What follows belongs to an exercise in optimizing a design on an open flow for small area, a short achievable clock period and few clock cycles; a production flow would make more cautious choices. In this exercise RTL edits were held to simulation tests only and were not proved equivalent to the original.

==> delta <==
// fs_codec
module fs_codec (
    input  wire        clk,
    input  wire        rst,
    input  wire        cmd_valid,
    output wire        cmd_ready,
    input  wire [31:0] cmd_word,
    input  wire [15:0] cmd_len,
    input  wire        in_valid,
    output wire        in_ready,
    input  wire [7:0]  in_data,
    output wire        out_valid,
    input  wire        out_ready,
    output wire [7:0]  out_data,
    output wire        rsp_valid,
    input  wire        rsp_ready,
    output wire [7:0]  rsp_status,
    output wire [31:0] rsp_rval
);
export LEC_CHECK = 0
export CAP_MARGIN = 20
export CORE_MARGIN = 2
export CORE_UTILIZATION = 55
export CTS_CLUSTER_DIAMETER = 150
export CTS_CLUSTER_SIZE = 24
export SLEW_MARGIN = 20
create_clock -name core_clock -period 10.0 [get_ports {clk}]
standard.sh (not shown) runs the stock make flow with config.mk's settings and CLKGATE_MAP_FILE= SYNTH_SCRIPT=/design/flow/synth_recipe.tcl, a recipe that flattens the netlist after the stock synthesis.
==> flow/flow/run.sh <==
#!/bin/bash
set -euo pipefail
bash standard.sh \
    SETUP_SLACK_MARGIN=6.7 \
    "BUFFER_PORTS_ARGS=-buffer_cell sky130_fd_sc_hd__buf_4" \
    finish > make.log 2>&1
==> lagoon: changes against delta <==
--- a/flow/design.v
+++ b/flow/design.v
@@ -51,36 +51,39 @@
     reg         m_ill;       
     reg         m_dec;       
     reg         m_enc;       
     reg         crc_fin;     
     reg         dend;        
     reg         dchk;        
     reg         fin;         
     reg  [15:0] rem_in;      
-    reg         rsp_v;
+    reg         rsp_v;       
+    reg         rsp_vi;      
+    reg         zl;          
     reg  [7:0]  st_q;        
     reg         rv_crc;      
     reg         rv_typ;      
     reg  [7:0]  st_r;
     reg  [31:0] rval_r;
     wire idle     = !(m_crc || m_ill || m_dec || m_enc || crc_fin || dend || dchk ||
-                      fin || rsp_v);
+                      fin || rsp_vi);
     wire cmd_fire = cmd_valid && idle;
-    wire rsp_fire = rsp_v && rsp_ready;
+    wire rsp_fire = rsp_vi && rsp_ready;
     wire w_hi0   = (cmd_word[31:16] == 16'd0);
     wire w_is1   = w_hi0 && (cmd_word[15:0] == 16'h0001);
     wire w_is3   = w_hi0 && (cmd_word[15:0] == 16'h0003);
     wire w_isenc = (cmd_word[15:0] == 16'h0002);
     wire w_isill = !w_is1 && !w_is3 && !w_isenc;
     wire len0    = (cmd_len == 16'd0);
-    reg         in_rdy;
+    reg         in_rdy;      
+    reg         in_rdyi;     
     reg  [7:0]  ib, sk;
     reg         ib_v, sk_v, ib_l, sk_l, ib_z, sk_z;
-    wire        in_fire = in_valid && in_rdy;
+    wire        in_fire = in_valid && in_rdyi;
     wire        rem_ne0 = (rem_in != 16'd0);
     wire        rem_ne1 = (rem_in != 16'd1);
     wire        in_last = !rem_ne1;
     wire        in_zero = (in_data == 8'h00);
     wire        pop;                        
     wire ib_v_n = pop ? (sk_v || in_fire) : (ib_v || in_fire);
     wire sk_v_n = pop ? (sk_v && in_fire) : (sk_v || (ib_v && in_fire));
     always @(posedge clk) begin
@@ -92,50 +95,58 @@
         if (in_fire) begin
             sk   <= in_data;
             sk_l <= in_last;
             sk_z <= in_zero;
         end
         if (rst) begin
             ib_v   <= 1'b0;
             sk_v   <= 1'b0;
-            in_rdy <= 1'b0;
+            in_rdy  <= 1'b0;
+            in_rdyi <= 1'b0;
         end else begin
             ib_v <= ib_v_n;
             sk_v <= sk_v_n;
-            if (cmd_fire) begin
+            if (idle)
                 rem_in <= cmd_len;
-                in_rdy <= !len0;
+            else if (in_fire)
+                rem_in <= rem_in - 16'd1;
+            if (cmd_fire) begin
+                in_rdy  <= !len0;
+                in_rdyi <= !len0;
             end else begin
-                if (in_fire)
-                    rem_in <= rem_in - 16'd1;
-                in_rdy <= (in_fire ? rem_ne1 : rem_ne0) && !sk_v_n;
+                in_rdy  <= !idle && ((in_valid && in_rdy) ? rem_ne1 : rem_ne0) && !sk_v_n;
+                in_rdyi <= !idle && (in_fire ? rem_ne1 : rem_ne0) && !sk_v_n;
             end
         end
     end
-    reg         out_v;
+    reg         out_v;       
+    reg         out_vi;      
     reg  [7:0]  out_d;
     reg  [7:0]  oq_d;
     reg         os_v;
     reg  [7:0]  os_d;
     wire        out_space = !os_v;
     wire        pv;                         
     wire [7:0]  pd;
-    wire        head_free = !out_v || out_ready;
+    wire        head_free = !out_vi || out_ready;
     wire [7:0]  head_in = os_v ? os_d : pd;
     always @(posedge clk) begin
         out_d <= head_free ? head_in : oq_d;
-        if (head_free)
+        if (head_free && (os_v || pv))
             oq_d <= head_in;
         if (rst) begin
-            out_v <= 1'b0;
-            os_v  <= 1'b0;
+            out_v  <= 1'b0;
+            out_vi <= 1'b0;
+            os_v   <= 1'b0;
         end else if (head_free) begin
-            out_v <= os_v || pv;
-            os_v  <= 1'b0;
+            if (!out_v || out_ready)
+                out_v <= os_v || pv;
+            out_vi <= os_v || pv;
+            os_v   <= 1'b0;
         end else if (pv) begin
             os_v  <= 1'b1;
             os_d  <= pd;
         end
     end
     assign cmd_ready  = cmd_rdy;
     assign in_ready   = in_rdy;
     assign out_valid  = out_v;
@@ -208,27 +219,27 @@
     reg         wsplit;      
     reg         lz;          
     wire ph_hdr  = (wph == W_HDR);
     wire ph_data = (wph == W_DATA);
     wire ph_crc  = (wph == W_CRC);
     wire [7:0] rb      = ph_data ? ib   : ph_hdr ? hdr[7:0] : ~crc[7:0];
     wire       rb_zero = ph_data ? ib_z : ph_hdr ? hdr_z[0] : (crc[7:0] == 8'hFF);
     localparam CQB = 4;                  
-    reg  [7:0]  cq [0:(1<<CQB)-1];
+    localparam CQD = 14;                 
+    reg  [7:0]  cq [0:CQD-1];
     reg  [CQB-1:0] cq_wp, cq_rp;
     reg  [CQB:0]   cq_n;
     reg         cq_v;        
     reg         cq_space;    
     wire [7:0]  cq_out   = cq[cq_rp];
-    localparam RC = 264;                 
-    localparam TB = 3;                   
+    localparam RC = 256;                 
     reg  [7:0]  ring [0:RC-1];
-    reg  [8:0]  w_nx;        
-    reg  [8:0]  r_tap;       
+    reg  [7:0]  w_nx;        
+    reg  [7:0]  r_tap;       
     reg  [8:0]  r_n;         
     reg         r_nz;        
     reg         r_full;      
     reg         w_al;        
     wire        r_space = !r_full && w_al;
     wire raw_ph   = ph_hdr || ph_data || ph_crc;
     wire zslot    = wsplit || (wph == W_Z0) || (wph == W_TERM);
     wire w_want   = m_enc && (zslot || (raw_ph && (!ph_data || ib_v)));
@@ -241,34 +252,34 @@
                           (w_step && wph == W_TERM && (wcnt != 8'd0 || wfz)) ||
                           w_tend;
     wire [7:0]  cq_in   = (wph == W_TEND) ? 8'h00 :             
                           (raw_ph && !zslot && !rb_zero) ? 8'hFF :   
                           wcnt + 8'd1;
     reg  [7:0]  r_pre, r_data;
     reg         r_zero;
     always @(posedge clk) begin
-        r_pre  <= ring[{r_tap[8:TB], {(TB-2){1'b1}}, 2'b01}];
+        r_pre  <= ring[{r_tap[7:3], 3'd4}];
         r_data <= r_pre;
         r_zero <= (r_pre == 8'h00);
     end
-    wire        r_rd   = m_enc && (r_tap[TB-1:0] == {TB{1'b1}}) && r_nz &&
+    wire        r_rd   = m_enc && (r_tap[2:0] == 3'd6) && r_nz &&
                          out_space && (!r_zero || cq_v);
     wire        r_pop  = r_rd && r_zero;
     wire        r_end  = r_pop && (cq_out == 8'h00);
     integer ri;
     always @(posedge clk) begin
         ring[0] <= w_step ? slot_in : ring[RC-1];
         for (ri = 1; ri < RC; ri = ri + 1)
             ring[ri] <= ring[ri-1];
         if (cq_space)
             cq[cq_wp] <= cq_in;
     end
     always @(posedge clk) begin
-        if (cmd_fire) begin
+        if (idle) begin
             hdr   <= {cmd_len, cmd_word[31:16]};
             hdr_z <= {cmd_len[15:8] == 8'd0, cmd_len[7:0] == 8'd0,
                       cmd_word[31:24] == 8'd0, cmd_word[23:16] == 8'd0};
             lz    <= len0;
         end else if (w_raw && ph_hdr) begin
             hdr   <= {8'd0, hdr[31:8]};
             hdr_z <= {1'b0, hdr_z[3:1]};
         end else if (dec_push && !dn_ge4) begin
@@ -306,95 +317,105 @@
                     w253 <= (wcnt == 8'd252);
                 end
                 if (!ph_data)
                     widx <= widx + 2'd1;
             end else if (w_step) begin
                 wsplit <= 1'b0;
             end
             if (cq_push)
-                cq_wp <= cq_wp + 1'b1;
+                cq_wp <= (cq_wp == CQD - 1) ? {CQB{1'b0}} : cq_wp + 1'b1;
             if (r_pop)
-                cq_rp <= cq_rp + 1'b1;
+                cq_rp <= (cq_rp == CQD - 1) ? {CQB{1'b0}} : cq_rp + 1'b1;
             if (cq_push && !r_pop) begin
                 cq_n     <= cq_n + 1'b1;
                 cq_v     <= 1'b1;
-                cq_space <= (cq_n != (1 << CQB) - 1);
+                cq_space <= (cq_n != CQD - 1);
             end else if (r_pop && !cq_push) begin
                 cq_n     <= cq_n - 1'b1;
                 cq_v     <= (cq_n != 1);
                 cq_space <= 1'b1;
             end
             if (w_step && !r_rd) begin
                 r_n    <= r_n + 9'd1;
                 r_nz   <= 1'b1;
                 r_full <= (r_n == RC - 1);
             end else if (r_rd && !w_step) begin
                 r_n    <= r_n - 9'd1;
                 r_nz   <= (r_n != 9'd1);
                 r_full <= 1'b0;
             end
-            w_nx <= w_step ? RC - 1 : (w_nx == RC - 1) ? 9'd0 : w_nx + 9'd1;
+            w_nx <= w_step ? RC - 1 : w_nx + 8'd1;
             w_al <= w_step || (w_nx == RC - 2);
             if (!r_rd)
-                r_tap <= (r_tap == RC - 1) ? 9'd0 : r_tap + 9'd1;
+                r_tap <= r_tap + 8'd1;
         end
     end
     assign pop = ((m_crc || m_ill) && ib_v) || dec_pop || (w_raw && ph_data);
     assign pv  = dec_emit || r_rd;
     assign pd  = m_dec ? push_d : r_zero ? cq_out : r_data;
     wire enc_crc = m_enc && !ph_crc;
     assign crc_byte = m_dec ? push_d : (enc_crc && ph_hdr) ? hdr[7:0] : ib;
     wire crc_en = (m_crc && ib_v) || dec_push || (w_raw && enc_crc);
     always @(posedge clk) begin
         st_r   <= st_q;
         rval_r <= rv_crc ? ~crc : rv_typ ? {16'd0, hdr[15:0]} : 32'd0;
     end
     always @(posedge clk) begin
-        if (cmd_fire) begin
+        if (idle) begin
             crc <= 32'hFFFF_FFFF;
         end else if (crc_en) begin
             crc <= crc_next;
         end else if (w_raw && ph_crc) begin
             crc <= {8'd0, crc[31:8]};       
         end
         if (rst) begin
             cmd_rdy <= 1'b1;
             m_crc   <= 1'b0;
             m_ill   <= 1'b0;
             m_dec   <= 1'b0;
             m_enc   <= 1'b0;
             crc_fin <= 1'b0;
             fin     <= 1'b0;
             rsp_v   <= 1'b0;
+            rsp_vi  <= 1'b0;
+            zl      <= 1'b0;
             dend    <= 1'b0;
             dchk    <= 1'b0;
             wph     <= W_IDLE;
         end else begin
             if (fin && head_free && !os_v) begin
-                fin   <= 1'b0;
-                rsp_v <= 1'b1;
+                fin    <= 1'b0;
+                rsp_v  <= 1'b1;
+                rsp_vi <= 1'b1;
             end
+            if (rsp_v && rsp_ready)
+                rsp_v <= 1'b0;
             if (rsp_fire) begin
-                rsp_v   <= 1'b0;
+                rsp_vi  <= 1'b0;
                 cmd_rdy <= 1'b1;
             end
             if (cmd_fire) begin
                 cmd_rdy <= 1'b0;
-                m_crc   <= w_is1 && !len0;
-                m_ill   <= w_isill && !len0;
-                m_dec   <= w_is3 && !len0;
+                m_crc   <= w_is1;
+                m_ill   <= w_isill;
+                m_dec   <= w_is3;
                 m_enc   <= w_isenc;
+                zl      <= len0 && !w_isenc;
                 wph     <= w_isenc ? W_Z0 : W_IDLE;
                 rv_crc  <= 1'b0;
                 rv_typ  <= 1'b0;
-                if (len0 && !w_isenc) begin
-                    fin  <= 1'b1;
-                    st_q <= w_is1 ? ST_OK : w_is3 ? ST_INVALID_LEN : ST_ILLEGAL;
-                end
+            end
+            if (zl) begin
+                zl    <= 1'b0;
+                m_crc <= 1'b0;
+                m_ill <= 1'b0;
+                m_dec <= 1'b0;
+                fin   <= 1'b1;
+                st_q  <= m_crc ? ST_OK : m_dec ? ST_INVALID_LEN : ST_ILLEGAL;
             end
             if ((m_crc || m_ill) && ib_v && ib_l) begin
                 m_crc   <= 1'b0;
                 m_ill   <= 1'b0;
                 crc_fin <= m_crc;
                 fin     <= m_ill;
                 st_q    <= ST_ILLEGAL;
             end
==> flow/flow/run.sh (replaced) <==
#!/bin/bash
set -euo pipefail
bash standard.sh \
    SETUP_SLACK_MARGIN=6.9 \
    "BUFFER_PORTS_ARGS=-buffer_cell sky130_fd_sc_hd__buf_4" \
    finish > make.log 2>&1
- CORE_UTILIZATION: 55 -> 68
- CTS_CLUSTER_DIAMETER: 150 -> 100
- CTS_CLUSTER_SIZE: 24 -> 28
==> umber: changes against delta <==
--- a/flow/design.v
+++ b/flow/design.v
@@ -148,60 +148,61 @@
     wire [31:0] crc_next;
     fs_crc32_byte u_crc (.crc_in(crc), .data(crc_byte), .crc_out(crc_next));
     reg  [31:0] hdr;
     reg  [7:0]  drem;        
     reg         drem_z;      
     reg         dff;         
     reg         dstarted;    
     reg         derr;        
-    reg  [3:0]  dn;          
-    reg         dem;         
+    reg  [15:0] dn;          
+    reg         dn_ge4, dn_ge8;
+    reg  [31:0] dl;          
     reg         c_crc_bad, c_len_bad;
-    wire        dn_ge4 = dn[3] || dn[2];
-    wire        dn_ge8 = dn[3];
     wire dec_pop  = m_dec && ib_v && out_space;
     wire dskip    = ib_l && ib_z;                   
     wire push_v   = !derr && !dskip && !ib_z && (!drem_z || (dstarted && !dff));
     wire [7:0] push_d = drem_z ? 8'h00 : ib;
     wire dec_push = dec_pop && push_v;
-    wire dec_emit = dec_push && dn_ge4 && dem;      
+    wire dec_emit = dec_push && dn_ge8;             
     always @(posedge clk) begin
         if (dec_pop) begin
             if (!derr && !dskip) begin
                 if (ib_z) begin
                     derr <= 1'b1;                   
                 end else if (drem_z) begin
                     dstarted <= 1'b1;
                     dff      <= (ib == 8'hFF);
                     drem     <= ib - 8'd1;
                     drem_z   <= (ib == 8'h01);
                 end else begin
                     drem     <= drem - 8'd1;
                     drem_z   <= (drem == 8'd1);
                 end
             end
             if (push_v) begin
-                if (!dn_ge8)
-                    dn <= dn + 4'd1;
-                if (dn == 4'd3)
-                    dem <= ({push_d, hdr[31:24]} != 16'd0);
-                else if (dn_ge4 && hdr[31:16] == 16'd1)
-                    dem <= 1'b0;
+                dn <= dn + 16'd1;
+                dl <= {push_d, dl[31:8]};
+                if (dn == 16'd3)
+                    dn_ge4 <= 1'b1;
+                if (dn == 16'd7)
+                    dn_ge8 <= 1'b1;
             end
         end
-        c_crc_bad <= (crc != 32'hDEBB_20E3);
-        c_len_bad <= (hdr[31:16] != 16'hFFFC);
+        c_crc_bad <= (~crc != dl);
+        c_len_bad <= (hdr[31:16] != dn - 16'd8);
         if (idle) begin
             drem     <= 8'd0;
             drem_z   <= 1'b1;
             dff      <= 1'b0;
             dstarted <= 1'b0;
             derr     <= 1'b0;
-            dn       <= 4'd0;
+            dn       <= 16'd0;
+            dn_ge4   <= 1'b0;
+            dn_ge8   <= 1'b0;
         end
     end
     reg  [2:0]  wph;
     reg  [1:0]  widx;
     reg  [3:0]  hdr_z;       
     reg  [7:0]  wcnt;        
     reg         w253;        
     reg         wfz;         
@@ -209,95 +210,85 @@
     reg         lz;          
     wire ph_hdr  = (wph == W_HDR);
     wire ph_data = (wph == W_DATA);
     wire ph_crc  = (wph == W_CRC);
     wire [7:0] rb      = ph_data ? ib   : ph_hdr ? hdr[7:0] : ~crc[7:0];
     wire       rb_zero = ph_data ? ib_z : ph_hdr ? hdr_z[0] : (crc[7:0] == 8'hFF);
     localparam CQB = 4;                  
     reg  [7:0]  cq [0:(1<<CQB)-1];
-    reg  [CQB-1:0] cq_wp, cq_rp;
-    reg  [CQB:0]   cq_n;
-    reg         cq_v;        
-    reg         cq_space;    
-    wire [7:0]  cq_out   = cq[cq_rp];
+    reg  [CQB:0] cq_wp, cq_rp;
+    wire        cq_v     = (cq_wp != cq_rp);
+    wire        cq_space = !((cq_wp[CQB-1:0] == cq_rp[CQB-1:0]) && (cq_wp[CQB] != cq_rp[CQB]));
+    wire [7:0]  cq_out   = cq[cq_rp[CQB-1:0]];
     localparam RC = 264;                 
     localparam TB = 3;                   
     reg  [7:0]  ring [0:RC-1];
     reg  [8:0]  w_nx;        
     reg  [8:0]  r_tap;       
-    reg  [8:0]  r_n;         
-    reg         r_nz;        
-    reg         r_full;      
-    reg         w_al;        
-    wire        r_space = !r_full && w_al;
+    reg  [8:0]  w_seq, r_seq;            
+    wire [8:0]  r_n     = w_seq - r_seq;
+    wire        r_space = (r_n != RC) && (w_nx == RC - 1);
     wire raw_ph   = ph_hdr || ph_data || ph_crc;
     wire zslot    = wsplit || (wph == W_Z0) || (wph == W_TERM);
     wire w_want   = m_enc && (zslot || (raw_ph && (!ph_data || ib_v)));
     wire w_step   = w_want && r_space && cq_space;   
     wire w_raw    = w_step && !zslot;                
     wire w_tend   = m_enc && (wph == W_TEND) && cq_space;
     wire raw_last = ph_crc && (widx == 2'd3);
     wire [7:0] slot_in = zslot ? 8'h00 : rb;
     wire        cq_push = (w_raw && (rb_zero || w253)) ||
                           (w_step && wph == W_TERM && (wcnt != 8'd0 || wfz)) ||
                           w_tend;
-    wire [7:0]  cq_in   = (wph == W_TEND) ? 8'h00 :             
-                          (raw_ph && !zslot && !rb_zero) ? 8'hFF :   
+    wire [7:0]  cq_in   = w_tend ? 8'h00 :                     
+                          (w_raw && !rb_zero) ? 8'hFF :        
                           wcnt + 8'd1;
     reg  [7:0]  r_pre, r_data;
     reg         r_zero;
     always @(posedge clk) begin
         r_pre  <= ring[{r_tap[8:TB], {(TB-2){1'b1}}, 2'b01}];
         r_data <= r_pre;
         r_zero <= (r_pre == 8'h00);
     end
-    wire        r_rd   = m_enc && (r_tap[TB-1:0] == {TB{1'b1}}) && r_nz &&
+    wire        r_rd   = m_enc && (r_tap[TB-1:0] == {TB{1'b1}}) && (w_seq != r_seq) &&
                          out_space && (!r_zero || cq_v);
     wire        r_pop  = r_rd && r_zero;
     wire        r_end  = r_pop && (cq_out == 8'h00);
     integer ri;
     always @(posedge clk) begin
         ring[0] <= w_step ? slot_in : ring[RC-1];
         for (ri = 1; ri < RC; ri = ri + 1)
             ring[ri] <= ring[ri-1];
-        if (cq_space)
-            cq[cq_wp] <= cq_in;
+        if (cq_push)
+            cq[cq_wp[CQB-1:0]] <= cq_in;
     end
     always @(posedge clk) begin
         if (cmd_fire) begin
             hdr   <= {cmd_len, cmd_word[31:16]};
             hdr_z <= {cmd_len[15:8] == 8'd0, cmd_len[7:0] == 8'd0,
                       cmd_word[31:24] == 8'd0, cmd_word[23:16] == 8'd0};
             lz    <= len0;
         end else if (w_raw && ph_hdr) begin
             hdr   <= {8'd0, hdr[31:8]};
             hdr_z <= {1'b0, hdr_z[3:1]};
         end else if (dec_push && !dn_ge4) begin
             hdr   <= {push_d, hdr[31:8]};
-        end else if (dec_push) begin
-            hdr[31:16] <= hdr[31:16] - 16'd1;
         end
         if (idle) begin
             widx   <= 2'd0;
             wcnt   <= 8'd0;
             w253   <= 1'b0;
             wfz    <= 1'b1;
             wsplit <= 1'b0;
-            cq_wp    <= {CQB{1'b0}};
-            cq_rp    <= {CQB{1'b0}};
-            cq_n     <= {(CQB+1){1'b0}};
-            cq_v     <= 1'b0;
-            cq_space <= 1'b1;
-            w_nx     <= RC - 1;
-            w_al     <= 1'b1;
+            cq_wp  <= {(CQB+1){1'b0}};
+            cq_rp  <= {(CQB+1){1'b0}};
+            w_nx   <= RC - 1;
             r_tap  <= RC - 1;
-            r_n    <= 9'd0;
-            r_nz   <= 1'b0;
-            r_full <= 1'b0;
+            w_seq  <= 9'd0;
+            r_seq  <= 9'd0;
         end else begin
             if (w_raw) begin
                 if (rb_zero || w253) begin
                     wcnt <= 8'd0;
                     w253 <= 1'b0;
                     wfz  <= rb_zero;
                     if (!rb_zero)
                         wsplit <= !raw_last;
@@ -309,46 +300,31 @@
                     widx <= widx + 2'd1;
             end else if (w_step) begin
                 wsplit <= 1'b0;
             end
             if (cq_push)
                 cq_wp <= cq_wp + 1'b1;
             if (r_pop)
                 cq_rp <= cq_rp + 1'b1;
-            if (cq_push && !r_pop) begin
-                cq_n     <= cq_n + 1'b1;
-                cq_v     <= 1'b1;
-                cq_space <= (cq_n != (1 << CQB) - 1);
-            end else if (r_pop && !cq_push) begin
-                cq_n     <= cq_n - 1'b1;
-                cq_v     <= (cq_n != 1);
-                cq_space <= 1'b1;
-            end
-            if (w_step && !r_rd) begin
-                r_n    <= r_n + 9'd1;
-                r_nz   <= 1'b1;
-                r_full <= (r_n == RC - 1);
-            end else if (r_rd && !w_step) begin
-                r_n    <= r_n - 9'd1;
-                r_nz   <= (r_n != 9'd1);
-                r_full <= 1'b0;
-            end
+            if (w_step)
+                w_seq <= w_seq + 9'd1;
+            if (r_rd)
+                r_seq <= r_seq + 9'd1;
             w_nx <= w_step ? RC - 1 : (w_nx == RC - 1) ? 9'd0 : w_nx + 9'd1;
-            w_al <= w_step || (w_nx == RC - 2);
             if (!r_rd)
                 r_tap <= (r_tap == RC - 1) ? 9'd0 : r_tap + 9'd1;
         end
     end
     assign pop = ((m_crc || m_ill) && ib_v) || dec_pop || (w_raw && ph_data);
     assign pv  = dec_emit || r_rd;
-    assign pd  = m_dec ? push_d : r_zero ? cq_out : r_data;
+    assign pd  = m_dec ? dl[7:0] : r_zero ? cq_out : r_data;
     wire enc_crc = m_enc && !ph_crc;
-    assign crc_byte = m_dec ? push_d : (enc_crc && ph_hdr) ? hdr[7:0] : ib;
-    wire crc_en = (m_crc && ib_v) || dec_push || (w_raw && enc_crc);
+    assign crc_byte = m_dec ? dl[7:0] : (enc_crc && ph_hdr) ? hdr[7:0] : ib;
+    wire crc_en = (m_crc && ib_v) || (dec_push && dn_ge4) || (w_raw && enc_crc);
     always @(posedge clk) begin
         st_r   <= st_q;
         rval_r <= rv_crc ? ~crc : rv_typ ? {16'd0, hdr[15:0]} : 32'd0;
     end
     always @(posedge clk) begin
         if (cmd_fire) begin
             crc <= 32'hFFFF_FFFF;
         end else if (crc_en) begin
==> metrics.cfg <==
[pwr]
p_seq_mw=9.98
ir_worst_vdd_mv=0.229
power_density_mw_per_mm2=224
pg_comb_mw=0.437

[synth]
synth.avg_cell_area_um2=14.9

[die]
core_area_mm2=0.0899
fp.dieArea_mm2=0.0929

[timing]
fin_crit_ps=3190
clock_skew_ps=31.7

[run_status]
status=timing/DRC/antenna clean

[layout]
clkCellAreaFrac_pct=3.94
final_cells=5487
multi_input_comb_area_mm2=0.00999

(the above is from lagoon)
==> metrics.cfg <==
[layout]
multi_input_comb_area_mm2=0.0108
clkCellAreaFrac_pct=4.31

[global_route]
grt_pass1_wl_um=184000

[die]
core_area_mm2=0.117
start_util_pct=55.6

[timing]
clock_skew_ps=26.0
fin_crit_ps=3250

[pwr]
p_seq_mw=10.4
pg_comb_mw=0.316
power_density_mw_per_mm2=220

[setup_path]
crit_start=oq_d[1]
r2r_end=cq[9][5]

[synth]
synth.avg_cell_area_um2=15.3

[run_status]
status=timing/DRC/antenna clean

(the above is from umber)
==> metrics.cfg <==
[run_status]
status=timing/DRC/antenna clean

[layout]
multi_input_comb_area_mm2=0.00977
final_cells=5767
seq_cells=2517
fin_nets=4336
sh_seq_area_pct=76.6

[die]
fp.dieArea_mm2=0.117
core_area_mm2=0.113

[pwr]
pg_comb_mw=0.314
ir_worst_vdd_mv=0.197
power_density_mw_per_mm2=226

[synth]
synth_top_family_by_area=simple AND/OR/NAND/NOR gates
synth-compound-area-share_pct=4.94
synth.avg_cell_area_um2=15.4

[timing]
clock_skew_ps=43.6

(the above is from delta)
Testbench counts of delta, summed over its fixed seeds: cycles 189,344.
Testbench counts of lagoon, summed over its fixed seeds: cycles 189,515.
Testbench counts of umber, summed over its fixed seeds: cycles 189,344.

separate check: timing with driven ports:
No port has a modelled driver above. Below, the same layouts with a new extraction and two added sets of constraints. Step 1 (the two cells are an assumption about what drives the block):
set clk [get_ports {clk}]
set_driving_cell -lib_cell sky130_fd_sc_hd__clkbuf_16 $clk
set_driving_cell -lib_cell sky130_fd_sc_hd__buf_2 [delete_from_list [all_inputs] $clk]
Step 2 also shifts input and output timing later by t, the mid clock arrival at the registers, as if the neighbouring blocks saw the same clock. Slacks: no drivers / after step 1 / after step 2; pairs: no drivers / after step 1.
run	t, ns	setup slack, ns	worst register clock-pin slew, ns
delta	0.786	6.739 / 6.671 / 6.118	0.11 / 0.11
lagoon	0.762	6.814 / 6.745 / 6.346	0.12 / 0.12
umber	0.786	6.751 / 6.677 / 6.165	0.10 / 0.10
After both steps setup and hold are still met in every run listed. For delta, which loses most, drivers alone change the setup slack by -0.068 ns; drivers and shift together by -0.621 ns.
